Context: an optimization exercise on an open-source flow, tuned for a short achievable clock period and few clock cycles. The choices shown serve that exercise and are no tape-out recipe.
Where RTL was checked, it was by simulation tests only, not by an equivalence proof against the original.
No activity file was given, so power comes from the tool's default toggle rates.

## lane 1
==> flow/design.v (excerpt) <==
module wh8_core (
    input  wire       clk,
    input  wire       rst,
    input  wire       disp_valid,
    output wire       disp_ready,
    input  wire [1:0] disp_seg,
    input  wire [7:0] disp_pc,
    input  wire [7:0] disp_acc,
    input  wire [7:0] disp_x,
    input  wire [7:0] disp_y,
    input  wire       disp_z,
    input  wire [7:0] disp_ir,
    input  wire [7:0] disp_quantum,
    output wire       mem_req,
    output wire       mem_we,
    output wire [9:0] mem_addr,
    output wire [7:0] mem_wdata,
    input  wire       mem_ack,
    input  wire [7:0] mem_rdata,
    output wire       ret_valid,
    output wire       done_valid,
    output wire [2:0] done_cause,
    output wire [7:0] r_pc,
    output wire [7:0] r_acc,
    output wire [7:0] r_x,
    output wire [7:0] r_y,
    output wire       r_z,
    output wire [7:0] r_ir,
    output reg        con_valid,
    output wire [7:0] con_data
);
Size in the first run: roughly 1400 cells after synthesis, ~200 flip-flops, ~140 I/O pins, about 0.012 mm2 of cells after synthesis.
export LEC_CHECK = 0
export CAP_MARGIN = 20
export CORE_MARGIN = 2
export CORE_UTILIZATION = 30
export SETUP_SLACK_MARGIN = 3.0
export SLEW_MARGIN = 20
export DONT_USE_CELLS = sky130_fd_sc_hd__a2111o_1 sky130_fd_sc_hd__a2111o_2 sky130_fd_sc_hd__a2111o_4 sky130_fd_sc_hd__a2111oi_0 sky130_fd_sc_hd__a2111oi_1 sky130_fd_sc_hd__a2111oi_2 sky130_fd_sc_hd__a2111oi_4 sky130_fd_sc_hd__a221o_1 sky130_fd_sc_hd__a221o_2 sky130_fd_sc_hd__a221o_4 sky130_fd_sc_hd__a221oi_1 sky130_fd_sc_hd__a221oi_2 sky130_fd_sc_hd__a221oi_4 sky130_fd_sc_hd__a222oi_1 sky130_fd_sc_hd__a311o_1 sky130_fd_sc_hd__a311o_2 sky130_fd_sc_hd__a311o_4 sky130_fd_sc_hd__a311oi_1 sky130_fd_sc_hd__a311oi_2 sky130_fd_sc_hd__a311oi_4 sky130_fd_sc_hd__a32o_1 sky130_fd_sc_hd__a32o_2 sky130_fd_sc_hd__a32o_4 sky130_fd_sc_hd__a32oi_1 sky130_fd_sc_hd__a32oi_2 sky130_fd_sc_hd__a32oi_4 sky130_fd_sc_hd__a41o_1 sky130_fd_sc_hd__a41o_2 sky130_fd_sc_hd__a41o_4 sky130_fd_sc_hd__a41oi_1 sky130_fd_sc_hd__a41oi_2 sky130_fd_sc_hd__a41oi_4 sky130_fd_sc_hd__and4_1 sky130_fd_sc_hd__and4_2 sky130_fd_sc_hd__and4_4 sky130_fd_sc_hd__and4b_1 sky130_fd_sc_hd__and4b_2 sky130_fd_sc_hd__and4b_4 sky130_fd_sc_hd__and4bb_1 sky130_fd_sc_hd__and4bb_2 sky130_fd_sc_hd__and4bb_4 sky130_fd_sc_hd__nand4_1 sky130_fd_sc_hd__nand4_2 sky130_fd_sc_hd__nand4_4 sky130_fd_sc_hd__nand4b_1 sky130_fd_sc_hd__nand4b_2 sky130_fd_sc_hd__nand4b_4 sky130_fd_sc_hd__nand4bb_1 sky130_fd_sc_hd__nand4bb_2 sky130_fd_sc_hd__nand4bb_4 sky130_fd_sc_hd__nor3_1 sky130_fd_sc_hd__nor3_2 sky130_fd_sc_hd__nor3_4 sky130_fd_sc_hd__nor3b_1 sky130_fd_sc_hd__nor3b_2 sky130_fd_sc_hd__nor3b_4 sky130_fd_sc_hd__nor4_1 sky130_fd_sc_hd__nor4_2 sky130_fd_sc_hd__nor4_4 sky130_fd_sc_hd__nor4b_1 sky130_fd_sc_hd__nor4b_2 sky130_fd_sc_hd__nor4b_4 sky130_fd_sc_hd__nor4bb_1 sky130_fd_sc_hd__nor4bb_2 sky130_fd_sc_hd__nor4bb_4 sky130_fd_sc_hd__o2111a_1 sky130_fd_sc_hd__o2111a_2 sky130_fd_sc_hd__o2111a_4 sky130_fd_sc_hd__o2111ai_1 sky130_fd_sc_hd__o2111ai_2 sky130_fd_sc_hd__o2111ai_4 sky130_fd_sc_hd__o221a_1 sky130_fd_sc_hd__o221a_2 sky130_fd_sc_hd__o221a_4 sky130_fd_sc_hd__o221ai_1 sky130_fd_sc_hd__o221ai_2 sky130_fd_sc_hd__o221ai_4 sky130_fd_sc_hd__o311a_1 sky130_fd_sc_hd__o311a_2 sky130_fd_sc_hd__o311a_4 sky130_fd_sc_hd__o311ai_0 sky130_fd_sc_hd__o311ai_1 sky130_fd_sc_hd__o311ai_2 sky130_fd_sc_hd__o311ai_4 sky130_fd_sc_hd__o32a_1 sky130_fd_sc_hd__o32a_2 sky130_fd_sc_hd__o32a_4 sky130_fd_sc_hd__o32ai_1 sky130_fd_sc_hd__o32ai_2 sky130_fd_sc_hd__o32ai_4 sky130_fd_sc_hd__o41a_1 sky130_fd_sc_hd__o41a_2 sky130_fd_sc_hd__o41a_4 sky130_fd_sc_hd__o41ai_1 sky130_fd_sc_hd__o41ai_2 sky130_fd_sc_hd__o41ai_4 sky130_fd_sc_hd__or3_1 sky130_fd_sc_hd__or3_2 sky130_fd_sc_hd__or3_4 sky130_fd_sc_hd__or3b_1 sky130_fd_sc_hd__or3b_2 sky130_fd_sc_hd__or3b_4 sky130_fd_sc_hd__or4_1 sky130_fd_sc_hd__or4_2 sky130_fd_sc_hd__or4_4 sky130_fd_sc_hd__or4b_1 sky130_fd_sc_hd__or4b_2 sky130_fd_sc_hd__or4b_4 sky130_fd_sc_hd__or4bb_1 sky130_fd_sc_hd__or4bb_2 sky130_fd_sc_hd__or4bb_4 
create_clock -name core_clock -period 5.0 [get_ports {clk}]
standard.sh (not shown) runs the stock make flow with config.mk's settings and CLKGATE_MAP_FILE= SYNTH_SCRIPT=/design/flow/synth_recipe.tcl, a recipe that flattens the netlist after the stock synthesis.
==> flow/flow/run.sh <==
#!/bin/bash
# Layout flow: the standard flow (standard.sh), with slow many-input OR/NOR,
# AOI/OAI and AND4/NAND4 cells added to the platform's don't-use list so that
# synthesis maps the logic to faster cells. Flip-flop mapping is unchanged,
# so the registers are the standard synthesis's. Each tool's output is kept
# in orfs/logs/; make's own output goes to flow_make.log.
set -euo pipefail
here="$(pwd)"
cells="$(cat flow/dont_use.txt)"
printf '\nexport DONT_USE_CELLS = %s\n' "$cells" >> config.mk
bash standard.sh > "$here/flow_make.log" 2>&1
Other scripts of this flow, unchanged in this note and not shown: flow/flow/dont_use.txt
Testbench counts of lane 1, summed over its fixed seeds: cycles 416,322.
## Diff of input files: lane 2 against lane 1
Settings: putting PLACE_DENSITY at 0.5 where nothing was set; swapping 30 for 50 in CORE_UTILIZATION.
Findings:
- In the flow results for lane 1 and lane 2, the source-to-sink clock delay at the later pin of the worst-skew pair is larger on lane 1.
- Delta (lane 2 minus lane 1): share of the cycle needed by the critical path after routing now larger, final worst-path setup slack decreased 0.011 ns, wire length lost 4.1%.
Changes in lane 3 relative to lane 2:
Settings: changing PLACE_DENSITY from 0.5 to 0.7; changing CORE_UTILIZATION from 50 to 40.
Notes after the runs:
The final layout from lane 2, which completed every stage, passed the timing, DRC and antenna checks at the end of the flow.
In summary, lane 3 completed successfully, with a layout that passed the timing, DRC and antenna checks.
Diff lane 2 -> lane 3: worst IR drop on VDD fell by 51 uV; wire length reported by the detailed router climbed 510 um; sequential cell count closely matched the old numbers; post-layout minimum cycle time rose by 0.071 ns; fmax shows a reduction of about 3%.
Relative to lane 2, lane 3 degrades total number of vias.
Lane 3 against lane 2: number of tap cells inserted shows an increase of about 20%, wire length of the first global-routing pass shows an increase of 1.4%, count of clock-buffer cells in the layout shows a reduction of 17%, share of total power in the clock network shows a reduction of 4.5 points.

========
wh8_core again, from the RTL that the note above started with.
Design wh8_core, start of the top module:
module wh8_core (
    input  wire       clk,
    input  wire       rst,
    input  wire       disp_valid,
    output wire       disp_ready,
    input  wire [1:0] disp_seg,
    input  wire [7:0] disp_pc,
    input  wire [7:0] disp_acc,
    input  wire [7:0] disp_x,
    input  wire [7:0] disp_y,
    input  wire       disp_z,
    input  wire [7:0] disp_ir,
    input  wire [7:0] disp_quantum,
    output wire       mem_req,
    output wire       mem_we,
    output wire [9:0] mem_addr,
    output wire [7:0] mem_wdata,
    input  wire       mem_ack,
    input  wire [7:0] mem_rdata,
    output wire       ret_valid,
    output wire       done_valid,
    output wire [2:0] done_cause,
    output wire [7:0] r_pc,
    output wire [7:0] r_acc,
    output wire [7:0] r_x,
    output wire [7:0] r_y,
    output wire       r_z,
    output wire [7:0] r_ir,
    output reg        con_valid,
    output wire [7:0] con_data
);
Settings: LEC_CHECK=0, CAP_MARGIN=20, CORE_MARGIN=2, CORE_UTILIZATION=40, SETUP_SLACK_MARGIN=3.0, SLEW_MARGIN=20, DONT_USE_CELLS=sky130_fd_sc_hd__a2111o_1 sky130_fd_sc_hd__a2111o_2 sky130_fd_sc_hd__a2111o_4 sky130_fd_sc_hd__a2111oi_0 sky130_fd_sc_hd__a2111oi_1 sky130_fd_sc_hd__a2111oi_2 sky130_fd_sc_hd__a2111oi_4 sky130_fd_sc_hd__a221o_1 sky130_fd_sc_hd__a221o_2 sky130_fd_sc_hd__a221o_4 sky130_fd_sc_hd__a221oi_1 sky130_fd_sc_hd__a221oi_2 sky130_fd_sc_hd__a221oi_4 sky130_fd_sc_hd__a222oi_1 sky130_fd_sc_hd__a311o_1 sky130_fd_sc_hd__a311o_2 sky130_fd_sc_hd__a311o_4 sky130_fd_sc_hd__a311oi_1 sky130_fd_sc_hd__a311oi_2 sky130_fd_sc_hd__a311oi_4 sky130_fd_sc_hd__a32o_1 sky130_fd_sc_hd__a32o_2 sky130_fd_sc_hd__a32o_4 sky130_fd_sc_hd__a32oi_1 sky130_fd_sc_hd__a32oi_2 sky130_fd_sc_hd__a32oi_4 sky130_fd_sc_hd__a41o_1 sky130_fd_sc_hd__a41o_2 sky130_fd_sc_hd__a41o_4 sky130_fd_sc_hd__a41oi_1 sky130_fd_sc_hd__a41oi_2 sky130_fd_sc_hd__a41oi_4 sky130_fd_sc_hd__and4_1 sky130_fd_sc_hd__and4_2 sky130_fd_sc_hd__and4_4 sky130_fd_sc_hd__and4b_1 sky130_fd_sc_hd__and4b_2 sky130_fd_sc_hd__and4b_4 sky130_fd_sc_hd__and4bb_1 sky130_fd_sc_hd__and4bb_2 sky130_fd_sc_hd__and4bb_4 sky130_fd_sc_hd__nand4_1 sky130_fd_sc_hd__nand4_2 sky130_fd_sc_hd__nand4_4 sky130_fd_sc_hd__nand4b_1 sky130_fd_sc_hd__nand4b_2 sky130_fd_sc_hd__nand4b_4 sky130_fd_sc_hd__nand4bb_1 sky130_fd_sc_hd__nand4bb_2 sky130_fd_sc_hd__nand4bb_4 sky130_fd_sc_hd__nor3_1 sky130_fd_sc_hd__nor3_2 sky130_fd_sc_hd__nor3_4 sky130_fd_sc_hd__nor3b_1 sky130_fd_sc_hd__nor3b_2 sky130_fd_sc_hd__nor3b_4 sky130_fd_sc_hd__nor4_1 sky130_fd_sc_hd__nor4_2 sky130_fd_sc_hd__nor4_4 sky130_fd_sc_hd__nor4b_1 sky130_fd_sc_hd__nor4b_2 sky130_fd_sc_hd__nor4b_4 sky130_fd_sc_hd__nor4bb_1 sky130_fd_sc_hd__nor4bb_2 sky130_fd_sc_hd__nor4bb_4 sky130_fd_sc_hd__o2111a_1 sky130_fd_sc_hd__o2111a_2 sky130_fd_sc_hd__o2111a_4 sky130_fd_sc_hd__o2111ai_1 sky130_fd_sc_hd__o2111ai_2 sky130_fd_sc_hd__o2111ai_4 sky130_fd_sc_hd__o221a_1 sky130_fd_sc_hd__o221a_2 sky130_fd_sc_hd__o221a_4 sky130_fd_sc_hd__o221ai_1 sky130_fd_sc_hd__o221ai_2 sky130_fd_sc_hd__o221ai_4 sky130_fd_sc_hd__o311a_1 sky130_fd_sc_hd__o311a_2 sky130_fd_sc_hd__o311a_4 sky130_fd_sc_hd__o311ai_0 sky130_fd_sc_hd__o311ai_1 sky130_fd_sc_hd__o311ai_2 sky130_fd_sc_hd__o311ai_4 sky130_fd_sc_hd__o32a_1 sky130_fd_sc_hd__o32a_2 sky130_fd_sc_hd__o32a_4 sky130_fd_sc_hd__o32ai_1 sky130_fd_sc_hd__o32ai_2 sky130_fd_sc_hd__o32ai_4 sky130_fd_sc_hd__o41a_1 sky130_fd_sc_hd__o41a_2 sky130_fd_sc_hd__o41a_4 sky130_fd_sc_hd__o41ai_1 sky130_fd_sc_hd__o41ai_2 sky130_fd_sc_hd__o41ai_4 sky130_fd_sc_hd__or3_1 sky130_fd_sc_hd__or3_2 sky130_fd_sc_hd__or3_4 sky130_fd_sc_hd__or3b_1 sky130_fd_sc_hd__or3b_2 sky130_fd_sc_hd__or3b_4 sky130_fd_sc_hd__or4_1 sky130_fd_sc_hd__or4_2 sky130_fd_sc_hd__or4_4 sky130_fd_sc_hd__or4b_1 sky130_fd_sc_hd__or4b_2 sky130_fd_sc_hd__or4b_4 sky130_fd_sc_hd__or4bb_1 sky130_fd_sc_hd__or4bb_2 sky130_fd_sc_hd__or4bb_4 ; clock period 5.0 ns.
Scripts as last shown in full above: flow/flow/run.sh
Other scripts of this flow, unchanged in this note and not shown: flow/flow/dont_use.txt
The first run passed the timing, DRC and antenna checks.
Testbench counts at the start, summed over its fixed seeds: cycles 416,322.
Edit:
--- a/flow/config.mk
+++ b/flow/config.mk
@@ -10,3 +10,3 @@
 export CORE_UTILIZATION = 40
-export SETUP_SLACK_MARGIN = 3.0
+export SETUP_SLACK_MARGIN = 3.4
 export SLEW_MARGIN = 20
The changed run went through all stages and came out clean.
Routed wire length came out higher by 13%.
Non-clock buffer count climbs by 105.
Clock skew shrinks by 7.4 ps.
Cell count rose by 5.8%.
Fmax is higher by 1.5%.
Setup slack gets better by 34 ps.
Sequential share of layout area came out lower by 4.1 points.
Combinational power came out higher by 25%.
Cell area is higher by 17%.

========
## the previous run
wh8_core, a different RTL version from the one above (not shown whole).
Size in the first run: ~1,400 cells after synthesis, ~140 I/O pins, roughly 12,000 µm² of cells after synthesis.
export LEC_CHECK = 0
export CAP_MARGIN = 20
export CORE_MARGIN = 2
export CORE_UTILIZATION = 30
export SETUP_SLACK_MARGIN = 3.0
export SLEW_MARGIN = 20
export DONT_USE_CELLS = sky130_fd_sc_hd__a2111o_1 sky130_fd_sc_hd__a2111o_2 sky130_fd_sc_hd__a2111o_4 sky130_fd_sc_hd__a2111oi_0 sky130_fd_sc_hd__a2111oi_1 sky130_fd_sc_hd__a2111oi_2 sky130_fd_sc_hd__a2111oi_4 sky130_fd_sc_hd__a221o_1 sky130_fd_sc_hd__a221o_2 sky130_fd_sc_hd__a221o_4 sky130_fd_sc_hd__a221oi_1 sky130_fd_sc_hd__a221oi_2 sky130_fd_sc_hd__a221oi_4 sky130_fd_sc_hd__a222oi_1 sky130_fd_sc_hd__a311o_1 sky130_fd_sc_hd__a311o_2 sky130_fd_sc_hd__a311o_4 sky130_fd_sc_hd__a311oi_1 sky130_fd_sc_hd__a311oi_2 sky130_fd_sc_hd__a311oi_4 sky130_fd_sc_hd__a32o_1 sky130_fd_sc_hd__a32o_2 sky130_fd_sc_hd__a32o_4 sky130_fd_sc_hd__a32oi_1 sky130_fd_sc_hd__a32oi_2 sky130_fd_sc_hd__a32oi_4 sky130_fd_sc_hd__a41o_1 sky130_fd_sc_hd__a41o_2 sky130_fd_sc_hd__a41o_4 sky130_fd_sc_hd__a41oi_1 sky130_fd_sc_hd__a41oi_2 sky130_fd_sc_hd__a41oi_4 sky130_fd_sc_hd__and4_1 sky130_fd_sc_hd__and4_2 sky130_fd_sc_hd__and4_4 sky130_fd_sc_hd__and4b_1 sky130_fd_sc_hd__and4b_2 sky130_fd_sc_hd__and4b_4 sky130_fd_sc_hd__and4bb_1 sky130_fd_sc_hd__and4bb_2 sky130_fd_sc_hd__and4bb_4 sky130_fd_sc_hd__nand4_1 sky130_fd_sc_hd__nand4_2 sky130_fd_sc_hd__nand4_4 sky130_fd_sc_hd__nand4b_1 sky130_fd_sc_hd__nand4b_2 sky130_fd_sc_hd__nand4b_4 sky130_fd_sc_hd__nand4bb_1 sky130_fd_sc_hd__nand4bb_2 sky130_fd_sc_hd__nand4bb_4 sky130_fd_sc_hd__nor3_1 sky130_fd_sc_hd__nor3_2 sky130_fd_sc_hd__nor3_4 sky130_fd_sc_hd__nor3b_1 sky130_fd_sc_hd__nor3b_2 sky130_fd_sc_hd__nor3b_4 sky130_fd_sc_hd__nor4_1 sky130_fd_sc_hd__nor4_2 sky130_fd_sc_hd__nor4_4 sky130_fd_sc_hd__nor4b_1 sky130_fd_sc_hd__nor4b_2 sky130_fd_sc_hd__nor4b_4 sky130_fd_sc_hd__nor4bb_1 sky130_fd_sc_hd__nor4bb_2 sky130_fd_sc_hd__nor4bb_4 sky130_fd_sc_hd__o2111a_1 sky130_fd_sc_hd__o2111a_2 sky130_fd_sc_hd__o2111a_4 sky130_fd_sc_hd__o2111ai_1 sky130_fd_sc_hd__o2111ai_2 sky130_fd_sc_hd__o2111ai_4 sky130_fd_sc_hd__o221a_1 sky130_fd_sc_hd__o221a_2 sky130_fd_sc_hd__o221a_4 sky130_fd_sc_hd__o221ai_1 sky130_fd_sc_hd__o221ai_2 sky130_fd_sc_hd__o221ai_4 sky130_fd_sc_hd__o311a_1 sky130_fd_sc_hd__o311a_2 sky130_fd_sc_hd__o311a_4 sky130_fd_sc_hd__o311ai_0 sky130_fd_sc_hd__o311ai_1 sky130_fd_sc_hd__o311ai_2 sky130_fd_sc_hd__o311ai_4 sky130_fd_sc_hd__o32a_1 sky130_fd_sc_hd__o32a_2 sky130_fd_sc_hd__o32a_4 sky130_fd_sc_hd__o32ai_1 sky130_fd_sc_hd__o32ai_2 sky130_fd_sc_hd__o32ai_4 sky130_fd_sc_hd__o41a_1 sky130_fd_sc_hd__o41a_2 sky130_fd_sc_hd__o41a_4 sky130_fd_sc_hd__o41ai_1 sky130_fd_sc_hd__o41ai_2 sky130_fd_sc_hd__o41ai_4 sky130_fd_sc_hd__or3_1 sky130_fd_sc_hd__or3_2 sky130_fd_sc_hd__or3_4 sky130_fd_sc_hd__or3b_1 sky130_fd_sc_hd__or3b_2 sky130_fd_sc_hd__or3b_4 sky130_fd_sc_hd__or4_1 sky130_fd_sc_hd__or4_2 sky130_fd_sc_hd__or4_4 sky130_fd_sc_hd__or4b_1 sky130_fd_sc_hd__or4b_2 sky130_fd_sc_hd__or4b_4 sky130_fd_sc_hd__or4bb_1 sky130_fd_sc_hd__or4bb_2 sky130_fd_sc_hd__or4bb_4 
create_clock -name core_clock -period 5.0 [get_ports {clk}]
Scripts as last shown in full above: flow/flow/run.sh
Other scripts of this flow, unchanged in this note and not shown: flow/flow/dont_use.txt
What the current run does differently from the previous run at the input level:
- CORE_UTILIZATION: 30 -> 40
### Flow results
The current run: flow completed, timing, DRC and antenna clean. Against the previous run, total wire length after detailed routing in the current run fell by a few percent. The final standard cell area without fillers was comparable across the previous run and the current run. Diff the previous run -> the current run: portion of the clock cycle consumed by the worst path in the final layout roughly the same; number of buffers inserted by post-CTS setup repair higher; clock-buffer cell count lower; hold buffer count at cts roughly the same; power share of the combinational group lower. Of the two candidates, the previous run has the better worst-case setup slack after placement and the current run the worse one. From the previous run to the current run the numbers moved as follows: logic depth of the worst register-to-register path lost 2, source-to-sink clock delay at the later pin of the worst-skew pair fell by 0.02 ns, residual overflow from global routing stayed essentially flat.
Function was not checked in any run of this note: the RTL went through the layout flow alone.

[what the ideal ports hide]
Ports are ideal in the flow. The routed layouts listed here were re-timed in OpenROAD.
Step 1 assumes that a clkbuf_16 drives the clock port and a buf_2 every other input.
Step 2 times the ports against the registers' clock, not the clock port: input delays grow and output delays shrink by t, the midpoint of the rising clock arrivals with the driver on.
a / b / c = no drivers / after step 1 / after step 2; a / b = the first two.
run	t, ns	setup slack, ns	hold slack, ns	worst setup path after step 2	clock arrival spread, ns
lane 1	0.601	2.800 / 2.804 / 2.203	0.473 / 0.473 / 0.473	input to register	0.033 / 0.033
lane 2	0.574	2.789 / 2.792 / 2.218	0.454 / 0.454 / 0.454	input to register	0.020 / 0.020
lane 3	0.577	2.718 / 2.721 / 2.144	0.475 / 0.475 / 0.475	input to register	0.014 / 0.014
the first run of note 2	0.566	2.694 / 2.697 / 2.132	0.469 / 0.469 / 0.469	input to register	0.020 / 0.019
the second run of note 2	0.578	2.728 / 2.739 / 2.161	0.451 / 0.451 / 0.451	input to register	0.010 / 0.010
the previous run	0.591	2.743 / 2.696 / 2.291	0.452 / 0.452 / 0.452	input to register	0.016 / 0.015
the current run	0.573	2.749 / 2.696 / 2.199	0.473 / 0.473 / 0.473	input to register	0.014 / 0.014
After both steps every run listed still meets setup and hold. For lane 1, which loses most, drivers alone change the setup slack by +0.004 ns; drivers and shift together by -0.597 ns.
